From an optimization exercise on the open Yosys and OpenROAD flow, aimed at small area, a short achievable clock period and few clock cycles; shortcuts taken in it are not production practice. In this exercise RTL edits were held to simulation tests only and were not proved equivalent to the original. Power figures rest on the tool's default switching activity, not on a simulated workload.

--- flow/run.sh ---
#!/bin/bash
# The standard layout (standard.sh, standard synthesis unchanged) with:
#  - port buffers of buf_4 instead of the default smallest buffer,
#  - timing repair asked for 15 ns of extra setup slack (the clock stays at
#    the design's period; the repair just works harder on the slow paths),
#  - a clock tree of clkbuf_8 cells over sink clusters of up to 16 flops,
#    without dummy balancing loads.
# make's output goes to standard_flow.log; ORFS keeps each step's log under
# orfs/logs/.
set -euo pipefail
bash standard.sh "BUFFER_PORTS_ARGS=-buffer_cell sky130_fd_sc_hd__buf_4" SETUP_SLACK_MARGIN=15 \
  "CTS_ARGS=-sink_clustering_enable -repair_clock_nets -dont_use_dummy_load -buf_list sky130_fd_sc_hd__clkbuf_8 -sink_clustering_size 16 -sink_clustering_max_diameter 60" \
  finish > standard_flow.log 2>&1
--- standard.sh ---
#!/bin/bash
# synth_recipe.tcl (not shown) runs the flow's synth.tcl, then flattens the netlist and writes it again
# the make line also repeats each setting of config.mk as NAME=value (left out here)
make -C /OpenROAD-flow-scripts/flow DESIGN_CONFIG=/design/flow/config.mk WORK_HOME=/design/flow/orfs CLKGATE_MAP_FILE= SYNTH_SCRIPT=/design/flow/synth_recipe.tcl "${@:-finish}"
--- config.mk ---
export PLATFORM = sky130hd
export DESIGN_NAME = rast_geom
export DESIGN_NICKNAME = rast_geom
export VERILOG_FILES = /design/flow/design.v
export SDC_FILE = /design/flow/constraint.sdc
export NUM_CORES = 4
export LEC_CHECK = 0
export CAP_MARGIN = 20
export CORE_MARGIN = 2
export CORE_UTILIZATION = 65
export SLEW_MARGIN = 20
--- constraint.sdc ---
create_clock -name core_clock -period 28.0 [get_ports {clk}]
set_input_delay 5.6000 -clock core_clock [delete_from_list [all_inputs] [get_ports {clk}]]
set_output_delay 5.6000 -clock core_clock [all_outputs]
set_load 0.01 [all_outputs]
--- design.v ---
module fx_sin (
    input  wire [7:0] angle,
    output wire [9:0] sin_v,
    output wire [9:0] cos_v
);
    reg [8:0] r0, r1;                
    always @(*) begin
        case (angle[5:0])
            6'd0: begin r0 = 9'd0; r1 = 9'd256; end
            6'd1: begin r0 = 9'd6; r1 = 9'd256; end
            6'd2: begin r0 = 9'd13; r1 = 9'd256; end
            6'd3: begin r0 = 9'd19; r1 = 9'd255; end
            6'd4: begin r0 = 9'd25; r1 = 9'd255; end
            6'd5: begin r0 = 9'd31; r1 = 9'd254; end
            6'd6: begin r0 = 9'd38; r1 = 9'd253; end
            6'd7: begin r0 = 9'd44; r1 = 9'd252; end
            6'd8: begin r0 = 9'd50; r1 = 9'd251; end
            6'd9: begin r0 = 9'd56; r1 = 9'd250; end
            6'd10: begin r0 = 9'd62; r1 = 9'd248; end
            6'd11: begin r0 = 9'd68; r1 = 9'd247; end
            6'd12: begin r0 = 9'd74; r1 = 9'd245; end
            6'd13: begin r0 = 9'd80; r1 = 9'd243; end
            6'd14: begin r0 = 9'd86; r1 = 9'd241; end
            6'd15: begin r0 = 9'd92; r1 = 9'd239; end
            6'd16: begin r0 = 9'd98; r1 = 9'd237; end
            6'd17: begin r0 = 9'd104; r1 = 9'd234; end
            6'd18: begin r0 = 9'd109; r1 = 9'd231; end
            6'd19: begin r0 = 9'd115; r1 = 9'd229; end
            6'd20: begin r0 = 9'd121; r1 = 9'd226; end
            6'd21: begin r0 = 9'd126; r1 = 9'd223; end
            6'd22: begin r0 = 9'd132; r1 = 9'd220; end
            6'd23: begin r0 = 9'd137; r1 = 9'd216; end
            6'd24: begin r0 = 9'd142; r1 = 9'd213; end
            6'd25: begin r0 = 9'd147; r1 = 9'd209; end
            6'd26: begin r0 = 9'd152; r1 = 9'd206; end
            6'd27: begin r0 = 9'd157; r1 = 9'd202; end
            6'd28: begin r0 = 9'd162; r1 = 9'd198; end
            6'd29: begin r0 = 9'd167; r1 = 9'd194; end
            6'd30: begin r0 = 9'd172; r1 = 9'd190; end
            6'd31: begin r0 = 9'd177; r1 = 9'd185; end
            6'd32: begin r0 = 9'd181; r1 = 9'd181; end
            6'd33: begin r0 = 9'd185; r1 = 9'd177; end
            6'd34: begin r0 = 9'd190; r1 = 9'd172; end
            6'd35: begin r0 = 9'd194; r1 = 9'd167; end
            6'd36: begin r0 = 9'd198; r1 = 9'd162; end
            6'd37: begin r0 = 9'd202; r1 = 9'd157; end
            6'd38: begin r0 = 9'd206; r1 = 9'd152; end
            6'd39: begin r0 = 9'd209; r1 = 9'd147; end
            6'd40: begin r0 = 9'd213; r1 = 9'd142; end
            6'd41: begin r0 = 9'd216; r1 = 9'd137; end
            6'd42: begin r0 = 9'd220; r1 = 9'd132; end
            6'd43: begin r0 = 9'd223; r1 = 9'd126; end
            6'd44: begin r0 = 9'd226; r1 = 9'd121; end
            6'd45: begin r0 = 9'd229; r1 = 9'd115; end
            6'd46: begin r0 = 9'd231; r1 = 9'd109; end
            6'd47: begin r0 = 9'd234; r1 = 9'd104; end
            6'd48: begin r0 = 9'd237; r1 = 9'd98; end
            6'd49: begin r0 = 9'd239; r1 = 9'd92; end
            6'd50: begin r0 = 9'd241; r1 = 9'd86; end
            6'd51: begin r0 = 9'd243; r1 = 9'd80; end
            6'd52: begin r0 = 9'd245; r1 = 9'd74; end
            6'd53: begin r0 = 9'd247; r1 = 9'd68; end
            6'd54: begin r0 = 9'd248; r1 = 9'd62; end
            6'd55: begin r0 = 9'd250; r1 = 9'd56; end
            6'd56: begin r0 = 9'd251; r1 = 9'd50; end
            6'd57: begin r0 = 9'd252; r1 = 9'd44; end
            6'd58: begin r0 = 9'd253; r1 = 9'd38; end
            6'd59: begin r0 = 9'd254; r1 = 9'd31; end
            6'd60: begin r0 = 9'd255; r1 = 9'd25; end
            6'd61: begin r0 = 9'd255; r1 = 9'd19; end
            6'd62: begin r0 = 9'd256; r1 = 9'd13; end
            6'd63: begin r0 = 9'd256; r1 = 9'd6; end
            default: begin r0 = 9'd0; r1 = 9'd0; end
        endcase
    end
    wire [8:0] ms = angle[6] ? r1 : r0;
    wire [8:0] mc = angle[6] ? r0 : r1;
    wire       ns = angle[7];
    wire       nc = angle[7] ^ angle[6];
    assign sin_v = ns ? (10'd0 - {1'b0, ms}) : {1'b0, ms};
    assign cos_v = nc ? (10'd0 - {1'b0, mc}) : {1'b0, mc};
endmodule
module fx_mul #(parameter AW = 16, BW = 16, PW = 24) (
    input  wire [AW-1:0] a,
    input  wire [BW-1:0] b,
    output wire [PW-1:0] p
);
    localparam ND = BW / 2;
    localparam W  = AW + 1;
    wire [BW:0]  bx = {b, 1'b0};
    wire [W-1:0] a1 = {a[AW-1], a};
    wire [W-1:0] a2 = {a, 1'b0};
    function [PW-1:0] kconst;
        input integer dummy;
        integer j;
        reg [PW+W+2*ND:0] c;
        begin
            c = 0;
            for (j = 0; j < ND; j = j + 1)
                c = c + ({{(PW+2*ND){1'b0}}, 1'b1} << (W + 2*j));
            kconst = ~c[PW-1:0] + 1'b1;
        end
    endfunction
    localparam [PW-1:0] K = kconst(0);
    reg [PW-1:0] rows [0:ND];
    reg [W-1:0]  mag, pp;
    reg [PW+2*ND+W+2:0] t;
    reg neg, one, two, nprev;
    integer j;
    always @(*) begin
        nprev = 1'b0;
        for (j = 0; j < ND; j = j + 1) begin
            neg  = bx[2*j+2] & ~(bx[2*j+1] & bx[2*j]);
            one  = bx[2*j+1] ^ bx[2*j];
            two  = (bx[2*j+2] & ~bx[2*j+1] & ~bx[2*j]) | (~bx[2*j+2] & bx[2*j+1] & bx[2*j]);
            mag  = one ? a1 : (two ? a2 : {W{1'b0}});
            pp   = neg ? ~mag : mag;
            t = ({{(PW+2*ND+2){1'b0}}, ~pp[W-1], pp} << 2) | {{(PW+2*ND+W+2){1'b0}}, nprev};
            if (j == 0) rows[j] = t[PW+1:2];
            else        rows[j] = t[PW-1:0] << (2*j-2);
            nprev = neg;
        end
        rows[ND] = K + ({{(PW-1){1'b0}}, nprev} << (2*ND-2));
    end
    reg [PW-1:0] acc;
    always @(*) begin
        acc = {PW{1'b0}};
        for (j = 0; j <= ND; j = j + 1) acc = acc + rows[j];
    end
    assign p = acc;
endmodule
module fx_vertex (
    input  wire [12:0] g,
    input  wire        gnz,
    input  wire [23:0] w,
    input  wire [9:0]  t,
    input  wire        n,
    input  wire        sub,
    output wire [12:0] out,
    output wire [12:0] outa,
    output wire [2:0]  e
);
    wire [12:0] h  = w[20:8];
    wire [10:0] cl = (n ? {t[9], t} : 11'd0) - {3'b000, w[7:0]};
    wire [2:0]  c  = {cl[10], cl[9:8]};                   
    wire [2:0]  d  = (sub ? (3'd0 - c) : c) - {2'b00, gnz};
    assign out  = sub ? g - h : g + h;
    assign outa = ~out + {{10{d[2]}}, d} + 13'd1;
    assign e    = d;
endmodule
module rast_geom (
    input  wire        clk,
    input  wire        rst,           
    input  wire [47:0] cmd_word,
    input  wire        cmd_valid,
    output wire        cmd_ready,
    input  wire [12:0] rd_addr,
    output wire [7:0]  rd_data
);
    localparam OP_TOFIX = 8'h30;
    localparam OP_TOINT = 8'h31;
    localparam OP_MUL   = 8'h32;
    localparam OP_SIN   = 8'h33;
    localparam OP_COS   = 8'h34;
    localparam OP_WREG  = 8'h40;
    localparam OP_XFORM = 8'h41;
    reg [15:0] res;
    reg [7:0]  angx, angy, angz;
    reg [15:0] zoom;
    reg [12:0] p3x [0:7];            
    reg [12:0] p3y [0:7];
    reg [12:0] p3z [0:7];
    reg [7:0]  p2x [0:7];
    reg [7:0]  p2y [0:7];
    reg        pv;                   
    reg [9:0] sx, cx, sz, cz, ra, rb;
    reg [12:1] st;
    wire       busy = |st[11:1];      
    reg        sok;                  
    reg [23:0] m1r, m2r;             
    reg        mulp;                 
    reg [12:0] fs1, fs0;             
    reg        ns1, ns0;             
    reg [12:0] gc, gs;               
    reg        gcn, gsn;
    reg [12:0] xr, yr;               
    reg [2:0]  exr, eyr;             
    reg [17:0] ezv;                  
    assign cmd_ready = ~busy & ~rst;
    wire accept = cmd_valid & cmd_ready;
    wire [7:0]  opcode = cmd_word[7:0];
    wire [7:0]  fa     = cmd_word[15:8];
    wire [15:0] fh     = cmd_word[23:8];
    wire [15:0] fg_h2  = cmd_word[39:24];
    wire [15:0] fg_bh  = cmd_word[31:16];
    wire [7:0]  fg     = cmd_word[23:16];
    wire [7:0] t_a = cmd_word[6] ? fg : fa;
    wire [9:0] t_s, t_c;
    fx_sin u_t (.angle(t_a), .sin_v(t_s), .cos_v(t_c));
    wire s0 = ~busy;
    wire xf1 = s0 & sok & cmd_word[6] & cmd_word[0];
    wire p1  = st[1] | xf1;
    wire ps0 = s0 & ~xf1;
    wire [9:0] nra = 10'd0 - ra;
    wire m1_xz = st[4] | st[6] | st[8] | st[10];
    wire m1_yz = st[5] | st[7] | st[9] | st[11];
    wire [15:0] m1a =
        ({16{ps0 &  cmd_word[6]}} & {{6{nra[9]}}, nra}) |
        ({16{s0  & ~cmd_word[6]}} & fh) |
        ({16{p1 | st[2]}}         & {{6{ra[9]}}, ra}) |
        ({16{st[3]}}             & {{6{rb[9]}}, rb}) |
        ({16{m1_xz}}             & {{3{xr[12]}}, xr}) |
        ({16{m1_yz}}             & {{3{yr[12]}}, yr});
    wire [15:0] m1b =
        ({16{ps0 &  cmd_word[6]}} & {{6{sx[9]}}, sx}) |
        ({16{s0  & ~cmd_word[6]}} & fg_h2) |
        ({16{p1 | st[3]}}         & {{6{cz[9]}}, cz}) |
        ({16{st[2]}}             & {{6{sz[9]}}, sz}) |
        ({16{m1_xz | m1_yz}}     & zoom);
    wire [23:0] m1p;
    fx_mul #(.AW(16), .BW(16), .PW(24)) u_m1 (.a(m1a), .b(m1b), .p(m1p));
    wire m2_xs = p1 | st[3] | st[5] | st[8];        
    wire m2_ys = st[2] | st[4] | st[7] | st[9];     
    wire [12:0] cx8   = {cx, 3'b000};
    wire        y2_h1 = p1 | st[2] | st[3] | st[4];
    wire [12:0] y2_fs = p1 ? m2r[17:5] : (y2_h1 ? fs1 : fs0);
    wire        y2_ep = p1 | st[2] | st[5] | st[7];
    wire [12:0] y2    = (y2_ep ? cx8 : (13'd0 - cx8)) - y2_fs;
    wire [12:0] m2a =
        ({13{ps0 | st[6] | st[10]}} & {{3{rb[9]}}, rb}) |
        ({13{st[11]}}              & {{3{nra[9]}}, nra}) |
        ({13{m2_xs | m2_ys}}       & y2);
    wire [9:0] m2b =
        ({10{ps0}}               & sx) |
        ({10{st[10] | st[11]}}   & cx) |
        ({10{m2_ys}}             & cz) |
        ({10{st[6] | m2_xs}}     & sz);
    wire [23:0] m2p;
    fx_mul #(.AW(13), .BW(10), .PW(24)) u_m2 (.a(m2a), .b(m2b), .p(m2p));
    wire f_x  = st[2] | st[4] | st[6] | st[9];      
    wire f_y  = st[3] | st[5] | st[8] | st[10];     
    wire f_h1 = st[2] | st[3] | st[4] | st[5];      
    wire f_zx = st[5] | st[7] | st[9] | st[11];     
    wire f_zy = st[6] | st[8] | st[10] | st[12];    
    wire [12:0] g_v  = (st[2] | st[3]) ? m1r[17:5] : (f_x ? gc : gs);
    wire        g_nz = (st[2] | st[3]) ? (m1r[4:0] != 5'd0) : (f_x ? gcn : gsn);
    wire [12:0] w_out, w_outa;
    wire [2:0]  w_e;
    fx_vertex u_fin (
        .g(g_v), .gnz(g_nz), .w(m2r), .t(f_x ? sz : cz), .n(f_h1 ? ns1 : ns0), .sub(f_x),
        .out(w_out), .outa(w_outa), .e(w_e)
    );
    wire [2:0]  z_e   = m1_xz ? exr : eyr;
    wire [17:0] z_ez  = $signed(z_e) * $signed(zoom);
    wire [23:0] z_pa  = {{6{ezv[17]}}, ezv} - m1r;
    wire [7:0]  z_off = f_zx ? 8'd32 : 8'd16;
    wire [7:0]  p2_b  = m1r[23:16] + z_off;
    wire [7:0]  p2_a  = z_pa[23:16] + z_off;
    wire [12:0] c_f   = m2r[17:5];
    wire        c_z   = (m2r[4:0] == 5'd0);
    wire [12:0] sx8   = {sx, 3'b000};
    wire [12:0] z2_bp = c_f + sx8;                    
    wire [12:0] z2_bm = c_f - sx8;                    
    wire [12:0] z2_ap = ~z2_bp + {12'd0, c_z};        
    wire [12:0] z2_am = ~z2_bm + {12'd0, c_z};        
    always @(posedge clk) begin
        if (rst) begin
            res   <= 16'h0000;
            mulp  <= 1'b0;
            angx  <= 8'h00;
            angy  <= 8'h00;
            angz  <= 8'h00;
            zoom  <= 16'h0100;
            sx    <= 10'd0;
            cx    <= 10'd256;
            sz    <= 10'd0;
            cz    <= 10'd256;
            ra    <= 10'd256;
            rb    <= 10'd256;
            pv    <= 1'b0;
            st    <= 12'd0;
            sok   <= 1'b0;
        end else begin
            sok <= s0 & cmd_word[6] & ~xf1 &
                   ~(accept & (opcode == OP_WREG) & (fa[7:1] == 7'd0));
            if (mulp) begin
                res  <= m1r[23:8];
                mulp <= 1'b0;
            end
            st <= {st[11:1], 1'b0};
            if (~busy & accept) begin
                case (opcode)
                    OP_TOFIX: res <= {fh[7:0], 8'h00};
                    OP_TOINT: res <= {{8{fh[15]}}, fh[15:8]};
                    OP_MUL:   mulp <= 1'b1;
                    OP_SIN:   res <= {{6{t_s[9]}}, t_s};
                    OP_COS:   res <= {{6{t_c[9]}}, t_c};
                    OP_WREG: begin
                        case (fa)
                            8'd0: begin angx <= fg; sx <= t_s; cx <= t_c; end
                            8'd1: begin angy <= fg; ra <= t_c - t_s; rb <= t_c + t_s; end
                            8'd2: begin angz <= fg; sz <= t_s; cz <= t_c; end
                            8'd3: zoom <= fg_bh;
                            default: ;
                        endcase
                    end
                    OP_XFORM: begin
                        st <= sok ? 12'd2 : 12'd1;
                        pv <= 1'b1;
                    end
                    default: ;    
                endcase
            end
        end
    end
    always @(posedge clk) begin
        m1r <= m1p;
        m2r <= m2p;
        ezv <= z_ez;
        if ((xf1 & accept & (opcode == OP_XFORM)) | st[1]) begin
            fs0 <= m1r[17:5];
            ns0 <= (m1r[4:0] != 5'd0);
            fs1 <= m2r[17:5];
            ns1 <= (m2r[4:0] != 5'd0);
        end
        if (st[2]) begin gc <= m1r[17:5]; gcn <= (m1r[4:0] != 5'd0); end
        if (st[3]) begin gs <= m1r[17:5]; gsn <= (m1r[4:0] != 5'd0); end
        if (st[4]) begin gc <= m1r[17:5]; gcn <= (m1r[4:0] != 5'd0); end
        if (st[7]) begin gs <= m2r[17:5]; gsn <= (m2r[4:0] != 5'd0); end
        if (f_x) begin xr <= w_out; exr <= w_e; end
        if (f_y) begin yr <= w_out; eyr <= w_e; end
        if (st[2])  begin p3x[7] <= w_out; p3x[0] <= w_outa; end
        if (st[4])  begin p3x[5] <= w_out; p3x[2] <= w_outa; end
        if (st[6])  begin p3x[3] <= w_out; p3x[4] <= w_outa; end
        if (st[9])  p3x[6] <= w_outa;                 
        if (st[3])  begin p3y[7] <= w_out; p3y[0] <= w_outa; end
        if (st[5])  begin p3y[5] <= w_out; p3y[2] <= w_outa; end
        if (st[8])  begin p3y[3] <= w_out; p3y[4] <= w_outa; end
        if (st[10]) p3y[6] <= w_outa;                 
        if (st[5])  begin p2x[7] <= p2_b; p2x[0] <= p2_a; end
        if (st[7])  begin p2x[5] <= p2_b; p2x[2] <= p2_a; end
        if (st[9])  begin p2x[3] <= p2_b; p2x[4] <= p2_a; end
        if (st[11]) begin p2x[1] <= p2_b; p2x[6] <= p2_a; end
        if (st[6])  begin p2y[7] <= p2_b; p2y[0] <= p2_a; end
        if (st[8])  begin p2y[5] <= p2_b; p2y[2] <= p2_a; end
        if (st[10]) begin p2y[3] <= p2_b; p2y[4] <= p2_a; end
        if (st[12]) begin p2y[1] <= p2_b; p2y[6] <= p2_a; end
        if (st[11]) begin
            gc <= z2_bp; fs1 <= z2_bm; p3z[0] <= z2_ap; p3z[2] <= z2_am;
        end
        if (st[12]) begin
            gs <= z2_bp; fs0 <= z2_bm; p3z[4] <= z2_ap; p3z[6] <= z2_am;
        end
    end
    wire [15:0] res_v = mulp ? m1r[23:8] : res;
    reg [7:0]  p2y_v [0:7];
    reg [12:0] p3z_v [0:7];
    reg [12:0] p3x_v [0:7];
    reg [12:0] p3y_v [0:7];
    integer vi;
    always @(*) begin
        for (vi = 0; vi < 8; vi = vi + 1) begin
            p2y_v[vi] = p2y[vi];
            p3z_v[vi] = p3z[vi];
            p3x_v[vi] = p3x[vi];
            p3y_v[vi] = p3y[vi];
        end
        p3x_v[1] = xr;
        p3y_v[1] = yr;
        p3z_v[7] = gc;
        p3z_v[5] = fs1;
        p3z_v[3] = gs;
        p3z_v[1] = fs0;
        if (st[12]) begin
            p2y_v[1] = p2_b;  p2y_v[6] = p2_a;
            p3z_v[3] = z2_bp; p3z_v[1] = z2_bm; p3z_v[4] = z2_ap; p3z_v[6] = z2_am;
        end
    end
    wire [1023:0] tbl;
    genvar gi;
    generate
        for (gi = 0; gi < 128; gi = gi + 1) begin : g_tbl
            if (gi == 0)
                assign tbl[8*gi +: 8] = {7'd0, busy | rst};
            else if (gi == 1) assign tbl[8*gi +: 8] = angx;
            else if (gi == 2) assign tbl[8*gi +: 8] = angy;
            else if (gi == 3) assign tbl[8*gi +: 8] = angz;
            else if (gi == 4) assign tbl[8*gi +: 8] = zoom[7:0];
            else if (gi == 5) assign tbl[8*gi +: 8] = zoom[15:8];
            else if (gi == 6) assign tbl[8*gi +: 8] = res_v[7:0];
            else if (gi == 7) assign tbl[8*gi +: 8] = res_v[15:8];
            else if (gi >= 32 && gi < 48 && (gi % 2) == 0)
                assign tbl[8*gi +: 8] = p2x[(gi - 32) / 2];
            else if (gi >= 32 && gi < 48)
                assign tbl[8*gi +: 8] = p2y_v[(gi - 32) / 2];
            else if (gi >= 64 && gi < 112 && ((gi - 64) % 6) == 0)
                assign tbl[8*gi +: 8] = p3x_v[(gi - 64) / 6][7:0];
            else if (gi >= 64 && gi < 112 && ((gi - 64) % 6) == 1)
                assign tbl[8*gi +: 8] = {{3{p3x_v[(gi - 64) / 6][12]}}, p3x_v[(gi - 64) / 6][12:8]};
            else if (gi >= 64 && gi < 112 && ((gi - 64) % 6) == 2)
                assign tbl[8*gi +: 8] = p3y_v[(gi - 64) / 6][7:0];
            else if (gi >= 64 && gi < 112 && ((gi - 64) % 6) == 3)
                assign tbl[8*gi +: 8] = {{3{p3y_v[(gi - 64) / 6][12]}}, p3y_v[(gi - 64) / 6][12:8]};
            else if (gi >= 64 && gi < 112 && ((gi - 64) % 6) == 4)
                assign tbl[8*gi +: 8] = p3z_v[(gi - 64) / 6][7:0];
            else if (gi >= 64 && gi < 112)
                assign tbl[8*gi +: 8] = {{3{p3z_v[(gi - 64) / 6][12]}}, p3z_v[(gi - 64) / 6][12:8]};
            else
                assign tbl[8*gi +: 8] = 8'h00;
        end
    endgenerate
    wire [7:0] tbl_v   = tbl[{rd_addr[6:0], 3'b000} +: 8];
    wire       rd_hit  = (rd_addr[12:7] == 6'b010000);
    wire       rd_pblk = (rd_addr[6:5] != 2'b00);      
    assign rd_data = tbl_v & {8{rd_hit & (pv | ~rd_pblk)}};
endmodule
==> flow_summary.html, run 1 <==
<table>
<tr><th>Metric</th><th>Value</th></tr>
<tr><th colspan="2">Detailed routing</th></tr>
<tr><td>Vias per cell</td><td>6.85</td></tr>
<tr><td>DRC errors left</td><td>0</td></tr>
<tr><td>Total via count in the routed design</td><td>38000</td></tr>
<tr><td>Mean routed wirelength per cell</td><td>27.9 um</td></tr>
<tr><td>1st-iter DRT viols</td><td>5500</td></tr>
<tr><td>Pre-Repair DR Iteration Count</td><td>8</td></tr>
<tr><td>Total wire length</td><td>155000 um</td></tr>
<tr><td>Detail Route Antenna Nets</td><td>0</td></tr>
<tr><th colspan="2">CTS</th></tr>
<tr><td>Clock sink total</td><td>639</td></tr>
<tr><td>Number of buffers inserted by hold repair at cts</td><td>0</td></tr>
<tr><td>Clock tree from TritonCTS</td><td>built</td></tr>
<tr><td>Number of CTS-inserted buffers</td><td>52</td></tr>
<tr><td>Clock Latency Late Sink</td><td>710 ps</td></tr>
<tr><td>Maximum clock insertion buffer count</td><td>3</td></tr>
<tr><td>Post-CTS clock slew at the launch and capture registers of the worst setup and hold paths</td><td>70 ps</td></tr>
<tr><td>Number of levels in the clock H-tree</td><td>2</td></tr>
<tr><td>CTS Root Buffer Type</td><td>sky130_fd_sc_hd__clkbuf_8</td></tr>
<tr><th colspan="2">Logic synthesis</th></tr>
<tr><td>Cell area after synthesis</td><td>45100 um2</td></tr>
<tr><td>Largest area contributor in the synthesized netlist</td><td>sky130_fd_sc_hd__edfxtp_1</td></tr>
<tr><td>Most instantiated library cell after synthesis</td><td>sky130_fd_sc_hd__nand2_1</td></tr>
<tr><td>Synth top area share</td><td>26.9%</td></tr>
<tr><td>Number of standard cells after synthesis</td><td>4642</td></tr>
<tr><td>Number of enable-type register cells in the synthesized netlist</td><td>404</td></tr>
<tr><td>Distinct cell type count of the synthesized netlist</td><td>97</td></tr>
<tr><td>Biggest area contributors in the synthesized netlist</td><td>sky130_fd_sc_hd__edfxtp_1 (27%), sky130_fd_sc_hd__dfxtp_1 (10%), sky130_fd_sc_hd__ha_1 (7.0%)</td></tr>
<tr><td>Share of synthesized flip-flops with an asynchronous set or reset</td><td>0%</td></tr>
<tr><td>Most used DFF post-synth</td><td>sky130_fd_sc_hd__edfxtp_1</td></tr>
<tr><td>Share of synthesized area occupied by flip-flops and latches</td><td>37.3%</td></tr>
<tr><td>Synthesized area per cell</td><td>9.71 um2</td></tr>
<tr><td>Post-synth top cells</td><td>sky130_fd_sc_hd__nand2_1 (515), sky130_fd_sc_hd__edfxtp_1 (404), sky130_fd_sc_hd__a21oi_1 (319), sky130_fd_sc_hd__inv_1 (312), sky130_fd_sc_hd__nor2_1 (296)</td></tr>
<tr><td>Syn_nets</td><td>5094</td></tr>
<tr><td>Flop and latch count out of synthesis</td><td>639</td></tr>
<tr><td>Count of warnings emitted by yosys</td><td>15</td></tr>
<tr><th colspan="2">Cells and area</th></tr>
<tr><td>Filler Cells Inserted</td><td>5222</td></tr>
<tr><td>Fraction of final layout cells sized beyond drive strength 1</td><td>12.6%</td></tr>
<tr><td>Post-layout net count</td><td>5064</td></tr>
<tr><td>Final standard cell area without fillers</td><td>48700 um2</td></tr>
<tr><td>Synth-to-Final Area Change</td><td>8.07%</td></tr>
<tr><th colspan="2">Worst setup path</th></tr>
<tr><td>CP max FO</td><td>14</td></tr>
<tr><td>Category of the worst setup path launch point</td><td>primary input</td></tr>
<tr><td>Cell with the biggest individual delay on the critical path</td><td>sky130_fd_sc_hd__mux2_2</td></tr>
<tr><td>Cell Chain, Critical Path</td><td>buf_16 &gt; buf_16 &gt; mux2_2 &gt; o21ai_0 &gt; nor2_1 &gt; a211oi_1 &gt; a31oi_1 &gt; a31o_2 &gt; a211oi_4 &gt; a211oi_2 &gt; buf_4</td></tr>
<tr><td>Family with the most delay on the worst path</td><td>compound AO/OA/AOI/OAI gates</td></tr>
<tr><td>Crit Path Class</td><td>in2out</td></tr>
<tr><td>Buffers plus inverters on the worst setup path</td><td>3</td></tr>
<tr><td>Most used cell along the critical path</td><td>sky130_fd_sc_hd__buf_16</td></tr>
<tr><td>Data arrival time at the worst-slack endpoint</td><td>7830 ps</td></tr>
<tr><td>Setup crit end kind</td><td>output port</td></tr>
<tr><td>Worst path required time</td><td>22400 ps</td></tr>
<tr><td>Delay contributed by the slowest stage of the critical path</td><td>360 ps</td></tr>
<tr><th colspan="2">Floorplanning</th></tr>
<tr><td>Num ports</td><td>73</td></tr>
<tr><td>DIE HEIGHT</td><td>267 um</td></tr>
<tr><td>Horizontal die dimension</td><td>267 um</td></tr>
<tr><td>Number of rows in the core area</td><td>96</td></tr>
<tr><td>Die area</td><td>71500 um2</td></tr>
<tr><td>Placeable core region</td><td>68600 um2</td></tr>
<tr><td>Initial cell density of the core</td><td>65.8%</td></tr>
<tr><th colspan="2">Global route</th></tr>
<tr><td>Global-route wire length before repair</td><td>228000 um</td></tr>
<tr><td>Antenna violations before repair</td><td>8</td></tr>
<tr><td>Met2 routing resource usage after global routing</td><td>63.2%</td></tr>
<tr><td>Vias in the first global route</td><td>35600</td></tr>
<tr><td>Overall track demand over capacity in global routing</td><td>42.9%</td></tr>
<tr><td>Most used routing layer</td><td>met2</td></tr>
<tr><td>Met1 global-route usage</td><td>58.7%</td></tr>
<tr><td>GR met3 Demand/Resource</td><td>9.52%</td></tr>
<tr><td>Pin count of the biggest net entering global routing</td><td>79</td></tr>
<tr><td>Remaining global-route overflow</td><td>0</td></tr>
<tr><th colspan="2">Pwr</th></tr>
<tr><td>Power density of the placed cells</td><td>62.1 nW/um2</td></tr>
<tr><td>VDD IR max</td><td>0.000114 V</td></tr>
<tr><td>Static power due to leakage</td><td>19.2 nW</td></tr>
<tr><th colspan="2">Flow run</th></tr>
<tr><td>Max-cap violations</td><td>0</td></tr>
<tr><th colspan="2">Hold path</th></tr>
<tr><td>Class of the tightest hold or removal check</td><td>reg2reg</td></tr>
<tr><th colspan="2">STA</th></tr>
<tr><td>Pins Over Slew Limit</td><td>0</td></tr>
<tr><td>Final hold violation count</td><td>0</td></tr>
<tr><td>Slew headroom</td><td>20.7%</td></tr>
<tr><td>Clock Skew</td><td>107 ps</td></tr>
<tr><td>Final setup violating endpoints</td><td>0</td></tr>
<tr><td>RSZ-0062 raised after global routing</td><td>true</td></tr>
<tr><td>Sum of negative setup slack</td><td>0 ps</td></tr>
<tr><td>Transition time at the pin with the least slew margin</td><td>1170 ps</td></tr>
<tr><td>Achievable Freq</td><td>74.5 MHz</td></tr>
<tr><td>Portion of the clock cycle consumed by the worst path in the final layout</td><td>48.0%</td></tr>
<tr><td>Minimum period implied by the final worst setup slack</td><td>13430 ps</td></tr>
<tr><th colspan="2">Placed design</th></tr>
<tr><td>Half-perimeter wire length of the detailed placement result</td><td>107000 um</td></tr>
<tr><td>Dpl cell area</td><td>46400 um2</td></tr>
<tr><td>Number of buffer cells added on primary ports</td><td>64</td></tr>
<tr><td>RePlAce Congestion</td><td>1.02</td></tr>
<tr><th colspan="2">Run status</th></tr>
<tr><td>Run status</td><td>no timing/DRC/antenna violations</td></tr>
</table>
[state kept, by name (all words and copies together) (netlist names), 16 cells and up]
signal  count
p3z        48
p3y        91
p2y        64
p2x        64
m1r        24
res        16
m2r        21
p3x        91
ezv        18
zoom       16
[cell usage in the layout, fill, tap and decap left out, drive strengths merged, types with 19 or more instances in the layout]
master  instances
nor3           81
nor2b          43
nand3          66
a21oi         319
inv           313
and2           25
nor2          296
edfxtp        404
clkbuf         58
mux2i         143
ha            254
mux2           67
buf           199
or2            39
a221oi         50
a31oi          32
xnor2         220
a222oi         20
o21a           27
o22ai          19
fa            134
mux4           71
o211ai         26
a211oi         54
nand2b         22
o21ai         233
dfxtp         235
xor2          140
a22oi         115
o21bai         24
nand2         515
a21o           55
or3            20
[routing by layer]
layer / vias to the layer above / routed length (um)
met2: 2675 / 65800
met1: 18200 / 58800
li1: 16600 / -
met5: - / 47
met3: 524 / 20100
met4: 6 / 10100
[final timing paths]
| check | start | to | slack (ps) | cells past startpoint |
|---|---|---|---|---|
| setup reg to reg | st[9]$_SDFF_PP0_ | m1r[23]$_DFF_P_ | 18790 | 32 |
| hold reg to reg | angx[2]$_SDFFE_PP0P_ | angx[2]$_SDFFE_PP0P_ | 460 | 2 |
| setup / recovery | rd_addr[1] | rd_data[7] | 14570 | 11 |
| hold / removal | angx[2]$_SDFFE_PP0P_ | angx[2]$_SDFFE_PP0P_ | 460 | 2 |
[area by class of cell]
class | count | area (um2) | share of cell area, %
Inverter | 320 | 1220 | 2.50
Tap cell | 931 | 1160 | 2.39
Timing Repair inverter | 1 | 5.00 | 0.0103
Sequential cell | 639 | 16900 | 34.6
Multi-Input combinational cell | 3384 | 26500 | 54.4
Clock buffer | 52 | 716 | 1.47
Timing Repair Buffer | 214 | 2270 | 4.66
Antenna cell | 2 | 5.00 | 0.0103
[cells by family after synthesis]
group / synth area share (%)
simple gates: 11.9
flops: 37.3
fa+ha+maj: 13.0
xor+xnor: 7.01
mux: 8.44
buf+inv: 5.28
compound gates: 17.0
[worst register-to-register path, delay by kind of cell (launching register included)]
family                   cells  cell delay (ps)
buffers and inverters        8             1590
flip-flops                   1              320
XOR/XNOR                     2              390
AO/OA/AOI/OAI               12             2500
adder cells (fa/ha/maj)      6             2850
AND/OR/NAND/NOR              4             1410
[where the power goes]
part | switching, W | internal, W | total (W)
Combinational | 0.000876 | 0.000545 | 0.00142
Sequential | 0.0000422 | 0.00110 | 0.00114
Clock | 0.000302 | 0.000165 | 0.000467
Total | 0.00122 | 0.00181 | 0.00303
[through the flow]
step	total power (W)	cells	hold WS, ps	util (%)	setup WS [ps]
2_1_floorplan	0.00207	4642	406	-	15000
3_3_place_gp	0.00246	5431	439	67.7	12960
3_5_place_dp	0.00249	5432	441	67.7	12920
4_1_cts	0.00297	5534	459	70.7	14720
5_1_grt	0.00321	5542	479	71.1	14620
6_report	0.00303	5543	459	71.1	14570
[what timing repair did]
| item | 4_1_cts | 5_1_grt |
|---|---|---|
| cloned | 16 | 2 |
| endpoints found under the setup margin | 12 | 13 |
| pin swaps | 27 | 19 |
| buffers inserted | 34 | 4 |
| gates resized for setup | 137 | 42 |
Testbench counts, summed over its fixed seeds: cycles 14,297.
==> inputs of run 2 (changes only) <==
--- a/config.mk
+++ b/config.mk
@@ -9,3 +9,3 @@
 export CORE_MARGIN = 2
-export CORE_UTILIZATION = 65
+export CORE_UTILIZATION = 55
 export SLEW_MARGIN = 20
==> run 2 against run 1 <==
  * Final cell count grew 3.0%
  * Largest cell class unchanged
  * Clock skew grew 49 ps
  * Register-to-register slack is essentially flat
  * Critical path type unchanged
==> flow_summary.html, run 2 <==
<table>
<tr><th>Metric</th><th>Value</th></tr>
<tr><th colspan="2">Worst setup path</th></tr>
<tr><td>Cell with the biggest individual delay on the critical path</td><td>sky130_fd_sc_hd__mux4_2 (was sky130_fd_sc_hd__mux2_2)</td></tr>
<tr><td>Crit Path Class</td><td>in2out (unchanged)</td></tr>
<tr><td>Slack of the worst reg-to-reg path</td><td>18780 ps (was 18790 ps)</td></tr>
<tr><td>CP max FO</td><td>56 (was 14)</td></tr>
<tr><td>Worst reg2reg endpoint</td><td>m1r[23]$_DFF_P_ (unchanged)</td></tr>
<tr><td>Worst path required time</td><td>22400 ps (about the same)</td></tr>
<tr><td>Data arrival time at the worst-slack endpoint</td><td>7770 ps (was 7830 ps)</td></tr>
<tr><td>Delay contributed by the slowest stage of the critical path</td><td>570 ps (was 360 ps)</td></tr>
<tr><td>Worst R2R Start</td><td>st[9]$_SDFF_PP0_ (unchanged)</td></tr>
<tr><td>Cell count of the worst reg-to-reg path</td><td>32 (unchanged)</td></tr>
<tr><td>Cell Chain, Critical Path</td><td>clkbuf_16 &gt; bufbuf_16 &gt; mux4_2 &gt; nor3_1 &gt; o21ai_0 &gt; nand2_1 &gt; o221ai_4 &gt; buf_4 (was buf_16 &gt; buf_16 &gt; mux2_2 &gt; o21ai_0 &gt; nor2_1 &gt; a211oi_1 &gt; a31oi_1 &gt; a31o_2 &gt; a211oi_4 &gt; a211oi_2 &gt; buf_4)</td></tr>
<tr><td>Category of the worst setup path launch point</td><td>primary input (unchanged)</td></tr>
<tr><td>Setup crit end kind</td><td>output port (unchanged)</td></tr>
<tr><th colspan="2">Cells and area</th></tr>
<tr><td>Fraction of final layout cells sized beyond drive strength 1</td><td>12.9% (was 12.6%)</td></tr>
<tr><td>Registers with the highest flip-flop counts</td><td>p3x: 91 flops, p3y: 91 flops (unchanged)</td></tr>
<tr><td>Leading cell types in the layout, fill and taps excluded</td><td>sky130_fd_sc_hd__nand2_1 (512), sky130_fd_sc_hd__edfxtp_1 (404), sky130_fd_sc_hd__a21oi_1 (311), sky130_fd_sc_hd__inv_1 (310), sky130_fd_sc_hd__nor2_1 (288) (was sky130_fd_sc_hd__nand2_1 (509), sky130_fd_sc_hd__edfxtp_1 (404), sky130_fd_sc_hd__inv_1 (309), sky130_fd_sc_hd__a21oi_1 (308), sky130_fd_sc_hd__nor2_1 (288))</td></tr>
<tr><td>Post-layout net count</td><td>5090 (was 5064)</td></tr>
<tr><td>Most common cell after layout, fill and taps aside</td><td>sky130_fd_sc_hd__nand2_1 (unchanged)</td></tr>
<tr><td>Synth-to-Final Area Change</td><td>8.91% (was 8.07%)</td></tr>
<tr><td>Filler Cells Inserted</td><td>7124 (was 5222)</td></tr>
<tr><td>Final design utilization</td><td>60.2% (was 71.1%)</td></tr>
<tr><th colspan="2">Logic synthesis</th></tr>
<tr><td>Post-synth top cells</td><td>sky130_fd_sc_hd__nand2_1 (515), sky130_fd_sc_hd__edfxtp_1 (404), sky130_fd_sc_hd__a21oi_1 (319), sky130_fd_sc_hd__inv_1 (312), sky130_fd_sc_hd__nor2_1 (296) (unchanged)</td></tr>
<tr><td>Number of standard cells after synthesis</td><td>4642 (unchanged)</td></tr>
<tr><td>Share of synthesized flip-flops with an asynchronous set or reset</td><td>0% (unchanged)</td></tr>
<tr><td>Synthesized area per cell</td><td>9.71 um2 (unchanged)</td></tr>
<tr><td>Distinct cell type count of the synthesized netlist</td><td>97 (unchanged)</td></tr>
<tr><td>Largest area contributor in the synthesized netlist</td><td>sky130_fd_sc_hd__edfxtp_1 (unchanged)</td></tr>
<tr><td>Most instantiated library cell after synthesis</td><td>sky130_fd_sc_hd__nand2_1 (unchanged)</td></tr>
<tr><td>Synth top area share</td><td>26.9% (unchanged)</td></tr>
<tr><td>Count of warnings emitted by yosys</td><td>15 (unchanged)</td></tr>
<tr><td>Cell area after synthesis</td><td>45100 um2 (unchanged)</td></tr>
<tr><td>Syn_nets</td><td>5094 (unchanged)</td></tr>
<tr><td>Most used DFF post-synth</td><td>sky130_fd_sc_hd__edfxtp_1 (unchanged)</td></tr>
<tr><td>Biggest area contributors in the synthesized netlist</td><td>sky130_fd_sc_hd__edfxtp_1 (27%), sky130_fd_sc_hd__dfxtp_1 (10%), sky130_fd_sc_hd__ha_1 (7.0%) (unchanged)</td></tr>
<tr><td>Number of enable-type register cells in the synthesized netlist</td><td>404 (unchanged)</td></tr>
<tr><td>Share of synthesized area occupied by flip-flops and latches</td><td>37.3% (unchanged)</td></tr>
<tr><td>Flop and latch count out of synthesis</td><td>639 (unchanged)</td></tr>
<tr><th colspan="2">Hold path</th></tr>
<tr><td>Start point of the worst hold path</td><td>sok$_SDFF_PP0_ (was angx[2]$_SDFFE_PP0P_)</td></tr>
<tr><td>Depth of the worst hold-timing path</td><td>1 (was 2)</td></tr>
<tr><td>Hold path endpoint</td><td>st[1]$_SDFF_PP0_ (was angx[2]$_SDFFE_PP0P_)</td></tr>
<tr><td>Class of the tightest hold or removal check</td><td>reg2reg (unchanged)</td></tr>
<tr><th colspan="2">Detailed routing</th></tr>
<tr><td>Mean routed wirelength per cell</td><td>28.1 um (was 27.9 um)</td></tr>
<tr><td>Routed met1 length</td><td>67800 um (was 58800 um)</td></tr>
<tr><td>Total via count in the routed design</td><td>37100 (was 38000)</td></tr>
<tr><td>1st-iter DRT viols</td><td>4371 (was 5500)</td></tr>
<tr><td>Detail Route Antenna Nets</td><td>0 (unchanged)</td></tr>
<tr><td>Highest metal used</td><td>met5 (unchanged)</td></tr>
<tr><td>DRC errors left</td><td>0 (unchanged)</td></tr>
<tr><td>WL met3</td><td>15100 um (was 20100 um)</td></tr>
<tr><td>Vias per cell</td><td>6.50 (was 6.85)</td></tr>
<tr><td>Pre-Repair DR Iteration Count</td><td>9 (was 8)</td></tr>
<tr><td>Total wire length</td><td>161000 um (was 155000 um)</td></tr>
<tr><td>Met2 WL post-DR</td><td>70900 um (was 65800 um)</td></tr>
<tr><th colspan="2">STA</th></tr>
<tr><td>Final setup violating endpoints</td><td>0 (unchanged)</td></tr>
<tr><td>Pins Over Slew Limit</td><td>0 (unchanged)</td></tr>
<tr><td>Achievable Freq</td><td>74.8 MHz (was 74.5 MHz)</td></tr>
<tr><td>Post-Route Hold Slack</td><td>443 ps (was 459 ps)</td></tr>
<tr><td>Minimum period implied by the final worst setup slack</td><td>13370 ps (was 13430 ps)</td></tr>
<tr><td>Sum of negative setup slack</td><td>0 ps (unchanged)</td></tr>
<tr><td>Transition time at the pin with the least slew margin</td><td>1170 ps (about the same)</td></tr>
<tr><td>RSZ-0062 raised after global routing</td><td>true (unchanged)</td></tr>
<tr><td>Clock Skew</td><td>156 ps (was 107 ps)</td></tr>
<tr><td>Final hold violation count</td><td>0 (unchanged)</td></tr>
<tr><td>Slew headroom</td><td>21.6% (was 20.7%)</td></tr>
<tr><td>Portion of the clock cycle consumed by the worst path in the final layout</td><td>47.8% (was 48.0%)</td></tr>
<tr><th colspan="2">CTS</th></tr>
<tr><td>CTS Root Buffer Type</td><td>sky130_fd_sc_hd__clkbuf_8 (unchanged)</td></tr>
<tr><td>Clock tree from TritonCTS</td><td>built (unchanged)</td></tr>
<tr><td>Number of CTS-inserted buffers</td><td>61 (was 52)</td></tr>
<tr><td>Number of levels in the clock H-tree</td><td>2 (unchanged)</td></tr>
<tr><td>Clock sink total</td><td>639 (unchanged)</td></tr>
<tr><td>Post-CTS clock slew at the launch and capture registers of the worst setup and hold paths</td><td>90 ps (was 70 ps)</td></tr>
<tr><td>Clock Latency Late Sink</td><td>770 ps (was 710 ps)</td></tr>
<tr><td>Maximum clock insertion buffer count</td><td>3 (unchanged)</td></tr>
<tr><th colspan="2">Placed design</th></tr>
<tr><td>Half-perimeter wire length of the detailed placement result</td><td>112000 um (was 107000 um)</td></tr>
<tr><td>Number of buffer cells added on primary ports</td><td>64 (unchanged)</td></tr>
<tr><td>RePlAce Congestion</td><td>0.988 (was 1.02)</td></tr>
<tr><th colspan="2">Global route</th></tr>
<tr><td>Vias in the first global route</td><td>34900 (was 35600)</td></tr>
<tr><td>Pin count of the biggest net entering global routing</td><td>88 (was 79)</td></tr>
<tr><td>Global-route wire length before repair</td><td>235000 um (was 228000 um)</td></tr>
<tr><td>Antenna violations before repair</td><td>5 (was 8)</td></tr>
<tr><td>Remaining global-route overflow</td><td>0 (unchanged)</td></tr>
<tr><td>Overall track demand over capacity in global routing</td><td>37.3% (was 42.9%)</td></tr>
<tr><th colspan="2">Floorplanning</th></tr>
<tr><td>Number of rows in the core area</td><td>105 (was 96)</td></tr>
<tr><td>Die area</td><td>84300 um2 (was 71500 um2)</td></tr>
<tr><td>Initial cell density of the core</td><td>55.3% (was 65.8%)</td></tr>
<tr><td>DIE HEIGHT</td><td>290 um (was 267 um)</td></tr>
<tr><td>Placeable core region</td><td>81600 um2 (was 68600 um2)</td></tr>
<tr><td>Horizontal die dimension</td><td>290 um (was 267 um)</td></tr>
<tr><td>Num ports</td><td>73 (unchanged)</td></tr>
<tr><th colspan="2">Pwr</th></tr>
<tr><td>VDD IR max</td><td>0.0000919 V (was 0.000114 V)</td></tr>
<tr><td>Static power due to leakage</td><td>19.3 nW (was 19.2 nW)</td></tr>
<tr><td>Power density of the placed cells</td><td>62.8 nW/um2 (was 62.1 nW/um2)</td></tr>
<tr><th colspan="2">Run status</th></tr>
<tr><td>Run status</td><td>no timing/DRC/antenna violations (unchanged)</td></tr>
<tr><th colspan="2">Flow run</th></tr>
<tr><td>Max-cap violations</td><td>0 (unchanged)</td></tr>
</table>
==> run 2: final cells by class <==
| class | count | area (um2) | area share (%) |
|---|---|---|---|
| Inverter | 320 | 1210 | 2.47 |
| Clock buffer | 61 | 840 | 1.71 |
| Tap cell | 1070 | 1340 | 2.73 |
| Sequential cell | 639 | 16900 | 34.3 |
| Antenna cell | 5 | 12.5 | 0.0255 |
| Multi-Input combinational cell | 3384 | 26500 | 53.9 |
| Timing Repair Buffer | 232 | 2360 | 4.81 |
==> run 2: power by group <==
group / total [W] / internal, W / switching, W
Combinational: 0.00144 / 0.000543 / 0.000897
Clock: 0.000507 / 0.000192 / 0.000315
Sequential: 0.00114 / 0.00110 / 0.0000395
Total: 0.00308 / 0.00183 / 0.00125
==> run 2: cell families (layout without fill, tap and decap cells) <==
family / after synthesis / count (layout) / synth area share (%)
mux: 281 / 281 / 8.44
other cells: 0 / 5 / 0
buf+inv: 619 / 613 / 5.28
compound gates: 1160 / 1160 / 17.0
fa+ha+maj: 388 / 388 / 13.0
flops: 639 / 639 / 37.3
xor+xnor: 360 / 360 / 7.01
simple gates: 1195 / 1195 / 11.9
==> run 2: repair_timing <==
action,4_1_cts,5_1_grt
hold buffers,0,0
setup endpoints to repair,12,13
pin swaps,30,14
gates cloned,14,1
gates resized for setup,139,24
buffers inserted,35,12
==> run 2: critical path, delay by kind of cell <==
family / cells / cell delay [ps]
muxes: 1 / 570
buffers and inverters: 3 / 860
and+or+nand+nor: 2 / 350
AOI/OAI and AO/OA: 2 / 380
==> run 2: through the flow <==
stage	power (W)	std cells	setup WS (ps)	instance area (um2)
2_1_floorplan	0.00207	4642	15000	45200
3_3_place_gp	0.00250	5583	13180	46700
3_5_place_dp	0.00252	5583	13190	46700
4_1_cts	0.00305	5693	14660	48800
5_1_grt	0.00325	5711	14560	49100
6_report	0.00308	5711	14630	49100
==> run 2: how the worst max path moves through the flow <==
stage | start | end | slack, ps | depth (start not counted)
final | rd_addr[0] | rd_data[2] | 14630 | 8
after detailed placement | rd_addr[1] | rd_data[7] | 13190 | 12
after global routing | rd_addr[1] | rd_data[7] | 14560 | 15
after floorplan | rd_addr[2] | rd_data[6] | 15000 | 8
after global placement | rd_addr[1] | rd_data[7] | 13180 | 12
after CTS | rd_addr[1] | rd_data[7] | 14660 | 13
==> run 2: layer usage <==
metal / vias up / track usage, %
li1: 16700 / -
met2: 1879 / 57.4
met5: - / 0
met1: 18300 / 53.5
met4: 4 / 14.0
met3: 315 / 5.52
==> inputs of run 3 (changes only) <==
--- a/config.mk
+++ b/config.mk
@@ -9,3 +9,3 @@
 export CORE_MARGIN = 2
-export CORE_UTILIZATION = 55
+export CORE_UTILIZATION = 60
 export SLEW_MARGIN = 20
==> run 3 against run 2 <==
  * Flip-flop and latch count unchanged
  * Cell area up 0.60%
  * Largest cell class unchanged
  * Core utilization rose by 6.2 points
  * Final cell count shrank 1.7%
  * Routed wire length is 1.1% lower
  * Still clean on timing, DRC and antenna
  * Critical path type unchanged
  * Die area shrank 8.2%
  * Worst hold slack improved by 12 ps
  * Via count up 2.3%
==> flow_summary.html, run 3 <==
<table>
<tr><th>Metric</th><th>Value</th></tr>
<tr><th colspan="2">Run status</th></tr>
<tr><td>Run status</td><td>no timing/DRC/antenna violations (unchanged)</td></tr>
<tr><th colspan="2">Placed design</th></tr>
<tr><td>Number of buffer cells added on primary ports</td><td>64 (unchanged)</td></tr>
<tr><td>Number of placed instances with taps included</td><td>5474 (was 5583)</td></tr>
<tr><td>RePlAce Congestion</td><td>0.977 (was 0.988)</td></tr>
<tr><td>Half-perimeter wire length of the detailed placement result</td><td>109000 um (was 112000 um)</td></tr>
<tr><th colspan="2">Worst setup path</th></tr>
<tr><td>Delay contributed by the slowest stage of the critical path</td><td>320 ps (was 570 ps)</td></tr>
<tr><td>Buffers plus inverters on the worst setup path</td><td>4 (was 3)</td></tr>
<tr><td>CP max FO</td><td>7 (was 56)</td></tr>
<tr><td>Setup crit end kind</td><td>output port (unchanged)</td></tr>
<tr><td>Cell with the biggest individual delay on the critical path</td><td>sky130_fd_sc_hd__a21oi_1 (was sky130_fd_sc_hd__mux4_2)</td></tr>
<tr><td>Data arrival time at the worst-slack endpoint</td><td>7730 ps (was 7770 ps)</td></tr>
<tr><td>Cell Chain, Critical Path</td><td>buf_16 &gt; clkinvlp_4 &gt; nor2_4 &gt; buf_4 &gt; a221oi_1 &gt; a21oi_1 &gt; nor2_1 &gt; a211oi_1 &gt; nand2_1 &gt; o22ai_2 &gt; buf_4 (was clkbuf_16 &gt; bufbuf_16 &gt; mux4_2 &gt; nor3_1 &gt; o21ai_0 &gt; nand2_1 &gt; o221ai_4 &gt; buf_4)</td></tr>
<tr><td>Slack of the worst reg-to-reg path</td><td>18960 ps (was 18780 ps)</td></tr>
<tr><td>Most used cell along the critical path</td><td>sky130_fd_sc_hd__buf_4</td></tr>
<tr><td>Category of the worst setup path launch point</td><td>primary input (unchanged)</td></tr>
<tr><td>Worst path required time</td><td>22400 ps (about the same)</td></tr>
<tr><td>Crit Path Class</td><td>in2out (unchanged)</td></tr>
<tr><td>Family with the most delay on the worst path</td><td>compound AO/OA/AOI/OAI gates (was buffers and inverters)</td></tr>
<tr><th colspan="2">STA</th></tr>
<tr><td>Slew headroom</td><td>23.5% (was 21.6%)</td></tr>
<tr><td>Minimum period implied by the final worst setup slack</td><td>13330 ps (was 13370 ps)</td></tr>
<tr><td>Post-Route Hold Slack</td><td>455 ps (was 443 ps)</td></tr>
<tr><td>RSZ-0062 raised after global routing</td><td>true (unchanged)</td></tr>
<tr><td>Portion of the clock cycle consumed by the worst path in the final layout</td><td>47.6% (was 47.8%)</td></tr>
<tr><td>Final setup violating endpoints</td><td>0 (unchanged)</td></tr>
<tr><td>Sum of negative setup slack</td><td>0 ps (unchanged)</td></tr>
<tr><td>Final hold violation count</td><td>0 (unchanged)</td></tr>
<tr><td>Transition time at the pin with the least slew margin</td><td>1140 ps (was 1170 ps)</td></tr>
<tr><td>Pins Over Slew Limit</td><td>0 (unchanged)</td></tr>
<tr><td>Achievable Freq</td><td>75.0 MHz (was 74.8 MHz)</td></tr>
<tr><td>Clock Skew</td><td>153 ps (was 156 ps)</td></tr>
<tr><th colspan="2">Logic synthesis</th></tr>
<tr><td>Distinct cell type count of the synthesized netlist</td><td>97 (unchanged)</td></tr>
<tr><td>Flop and latch count out of synthesis</td><td>639 (unchanged)</td></tr>
<tr><td>Most instantiated library cell after synthesis</td><td>sky130_fd_sc_hd__nand2_1 (unchanged)</td></tr>
<tr><td>Post-synth top cells</td><td>sky130_fd_sc_hd__nand2_1 (515), sky130_fd_sc_hd__edfxtp_1 (404), sky130_fd_sc_hd__a21oi_1 (319), sky130_fd_sc_hd__inv_1 (312), sky130_fd_sc_hd__nor2_1 (296) (unchanged)</td></tr>
<tr><td>Largest area contributor in the synthesized netlist</td><td>sky130_fd_sc_hd__edfxtp_1 (unchanged)</td></tr>
<tr><td>Synth top area share</td><td>26.9% (unchanged)</td></tr>
<tr><td>Share of synthesized flip-flops with an asynchronous set or reset</td><td>0% (unchanged)</td></tr>
<tr><td>Share of synthesized area occupied by flip-flops and latches</td><td>37.3% (unchanged)</td></tr>
<tr><td>Most used DFF post-synth</td><td>sky130_fd_sc_hd__edfxtp_1 (unchanged)</td></tr>
<tr><td>Cell area after synthesis</td><td>45100 um2 (unchanged)</td></tr>
<tr><td>Number of standard cells after synthesis</td><td>4642 (unchanged)</td></tr>
<tr><td>Count of warnings emitted by yosys</td><td>15 (unchanged)</td></tr>
<tr><td>Synthesized area per cell</td><td>9.71 um2 (unchanged)</td></tr>
<tr><td>Number of enable-type register cells in the synthesized netlist</td><td>404 (unchanged)</td></tr>
<tr><td>Biggest area contributors in the synthesized netlist</td><td>sky130_fd_sc_hd__edfxtp_1 (27%), sky130_fd_sc_hd__dfxtp_1 (10%), sky130_fd_sc_hd__ha_1 (7.0%) (unchanged)</td></tr>
<tr><td>Syn_nets</td><td>5094 (unchanged)</td></tr>
<tr><th colspan="2">CTS</th></tr>
<tr><td>Number of levels in the clock H-tree</td><td>2 (unchanged)</td></tr>
<tr><td>Clock sink total</td><td>639 (unchanged)</td></tr>
<tr><td>Clock tree from TritonCTS</td><td>built (unchanged)</td></tr>
<tr><td>Clock Latency Late Sink</td><td>760 ps (was 770 ps)</td></tr>
<tr><td>CTS Root Buffer Type</td><td>sky130_fd_sc_hd__clkbuf_8 (unchanged)</td></tr>
<tr><td>Number of CTS-inserted buffers</td><td>56 (was 61)</td></tr>
<tr><td>Maximum clock insertion buffer count</td><td>3 (unchanged)</td></tr>
<tr><td>Number of buffers inserted by hold repair at cts</td><td>0 (unchanged)</td></tr>
<tr><td>Post-CTS clock slew at the launch and capture registers of the worst setup and hold paths</td><td>70 ps (was 90 ps)</td></tr>
<tr><th colspan="2">Floorplanning</th></tr>
<tr><td>DIE HEIGHT</td><td>278 um (was 290 um)</td></tr>
<tr><td>Die area</td><td>77400 um2 (was 84300 um2)</td></tr>
<tr><td>Placeable core region</td><td>74400 um2 (was 81600 um2)</td></tr>
<tr><td>Number of rows in the core area</td><td>100 (was 105)</td></tr>
<tr><td>Initial cell density of the core</td><td>60.6% (was 55.3%)</td></tr>
<tr><td>Num ports</td><td>73 (unchanged)</td></tr>
<tr><td>Horizontal die dimension</td><td>278 um (was 290 um)</td></tr>
<tr><th colspan="2">Global route</th></tr>
<tr><td>Antenna violations before repair</td><td>4 (was 5)</td></tr>
<tr><td>Remaining global-route overflow</td><td>0 (unchanged)</td></tr>
<tr><td>Vias in the first global route</td><td>35100 (was 34900)</td></tr>
<tr><td>Global-route wire length before repair</td><td>232000 um (was 235000 um)</td></tr>
<tr><td>Overall track demand over capacity in global routing</td><td>40.2% (was 37.3%)</td></tr>
<tr><td>Pin count of the biggest net entering global routing</td><td>69 (was 88)</td></tr>
<tr><th colspan="2">Detailed routing</th></tr>
<tr><td>Pre-Repair DR Iteration Count</td><td>8 (was 9)</td></tr>
<tr><td>1st-iter DRT viols</td><td>5173 (was 4371)</td></tr>
<tr><td>Total wire length</td><td>159000 um (was 161000 um)</td></tr>
<tr><td>Mean routed wirelength per cell</td><td>28.3 um (was 28.1 um)</td></tr>
<tr><td>Detail Route Antenna Nets</td><td>0 (unchanged)</td></tr>
<tr><td>Vias per cell</td><td>6.76 (was 6.50)</td></tr>
<tr><td>DRC errors left</td><td>0 (unchanged)</td></tr>
<tr><td>Total via count in the routed design</td><td>38000 (was 37100)</td></tr>
<tr><th colspan="2">Cells and area</th></tr>
<tr><td>Synth-to-Final Area Change</td><td>9.57% (was 8.91%)</td></tr>
<tr><td>Fraction of final layout cells sized beyond drive strength 1</td><td>13.7% (was 12.9%)</td></tr>
<tr><td>Post-layout net count</td><td>5100 (was 5090)</td></tr>
<tr><td>Registers with the highest flip-flop counts</td><td>p3x: 91 flops, p3y: 91 flops (unchanged)</td></tr>
<tr><td>Final design utilization</td><td>66.4% (was 60.2%)</td></tr>
<tr><td>Leading cell types in the layout, fill and taps excluded</td><td>sky130_fd_sc_hd__nand2_1 (509), sky130_fd_sc_hd__edfxtp_1 (404), sky130_fd_sc_hd__inv_1 (309), sky130_fd_sc_hd__a21oi_1 (306), sky130_fd_sc_hd__nor2_1 (285) (was sky130_fd_sc_hd__nand2_1 (512), sky130_fd_sc_hd__edfxtp_1 (404), sky130_fd_sc_hd__a21oi_1 (311), sky130_fd_sc_hd__inv_1 (310), sky130_fd_sc_hd__nor2_1 (288))</td></tr>
<tr><td>Most common cell after layout, fill and taps aside</td><td>sky130_fd_sc_hd__nand2_1 (unchanged)</td></tr>
<tr><td>Final instance count without filler cells</td><td>5616 (was 5711)</td></tr>
<tr><th colspan="2">Hold path</th></tr>
<tr><td>Class of the tightest hold or removal check</td><td>reg2reg (unchanged)</td></tr>
<tr><th colspan="2">Pwr</th></tr>
<tr><td>Static power due to leakage</td><td>19.5 nW (was 19.3 nW)</td></tr>
<tr><td>Power density of the placed cells</td><td>61.5 nW/um2 (was 62.8 nW/um2)</td></tr>
<tr><td>VDD IR max</td><td>0.000107 V (was 0.0000919 V)</td></tr>
<tr><th colspan="2">Flow run</th></tr>
<tr><td>Max-cap violations</td><td>0 (unchanged)</td></tr>
</table>
-- run 3: cell counts after synthesis --
Identical to the previous run, type by type.
-- run 3: final timing paths --
path                                           start                    to  cells after the start
worst max register to register      st[8]$_SDFF_PP0_       m1r[23]$_DFF_P_                     28
worst max-delay path                      rd_addr[2]            rd_data[6]                     11
worst min-delay path            angy[0]$_SDFFE_PP0P_  angy[0]$_SDFFE_PP0P_                      2
worst min register to register  angy[0]$_SDFFE_PP0P_  angy[0]$_SDFFE_PP0P_                      2
-- run 3: metrics by stage --
step | cell area (um2) | setup slack (ps) | power [W]
6_report | 49400 | 14670 | 0.00304
5_1_grt | 49400 | 14620 | 0.00321
4_1_cts | 48700 | 14710 | 0.00298
3_5_place_dp | 46500 | 12700 | 0.00249
3_3_place_gp | 46500 | 12700 | 0.00247
2_1_floorplan | 45200 | 15000 | 0.00207
-- run 3: cell type report --
class                      instances  area, um2
timing repair buffer             247       2660
sequential                       639      16900
fill                            6028      25000
multi-input combinational       3384      26700
clock buffer                      56        771
antenna                            1       2.50
inverter                         320       1210
tap                              969       1210
-- run 3: timing repair --
item | in CTS | in global routing
setup buffers | 33 | 31
pin swaps | 40 | 48
setup endpoints to repair | 12 | 15
gates cloned | 17 | 4
resized for setup | 147 | 85
-- run 3: worst min-delay path, stage by stage (launching register included) --
cell and delay [ps]:
sky130_fd_sc_hd__dfxtp_1 310, sky130_fd_sc_hd__nand2_1 50, sky130_fd_sc_hd__a21oi_1 50
-- run 3: kinds of logic (layout without fill, tap and decap cells) --
logic type | after synthesis | after routing | synth area share (%)
simple gates | 1195 | 1195 | 11.9
fa+ha+maj | 388 | 388 | 13.0
other cells | 0 | 1 | 0
compound gates | 1160 | 1160 | 17.0
flops | 639 | 639 | 37.3
mux | 281 | 281 | 8.44
xor+xnor | 360 | 360 | 7.01
buf+inv | 619 | 623 | 5.28
-- run 3: per-layer routing --
layer / wire length [um] / track usage [%] / vias to the layer above
met1: 63200 / 56.5 / 18400
li1: - / - / 16700
met2: 69000 / 60.8 / 2454
met3: 18500 / 7.23 / 404
met5: 11 / 0 / -
met4: 8320 / 18.2 / 2
-- run 3: power by group --
group | leakage [nW] | switching, W | internal [W]
Sequential | 5.61 | 0.0000352 | 0.00110
Combinational | 13.5 | 0.000883 | 0.000542
Clock | 0.403 | 0.000304 | 0.000177
Total | 19.5 | 0.00122 | 0.00181

[what the ideal ports hide]
Ports are ideal in the flow. The routed layouts listed here were re-timed in OpenROAD. Step 1 (the two cells are an assumption about what drives the block):
set clk [get_ports {clk}]
set_driving_cell -lib_cell sky130_fd_sc_hd__clkbuf_16 $clk
set_driving_cell -lib_cell sky130_fd_sc_hd__buf_2 [delete_from_list [all_inputs] $clk]
Step 2, shift: input delay + t, output delay - t, t = (earliest + latest rising clock arrival at the registers) / 2. This alone moves slack from input paths to output paths. Three values: ideal, step 1, step 2; two values: the first two.
run	t, ns	slack for setup (ns)	pins driven straight from the clock port
run 1	0.735	14.572 / 14.401 / 14.401	1
run 2	0.764	14.629 / 14.444 / 14.444	1
run 3	0.752	14.665 / 14.465 / 14.465	1
After both steps every run listed still meets setup and hold. For run 3, which loses most, drivers alone change the setup slack by -0.200 ns; drivers and shift together by -0.200 ns.
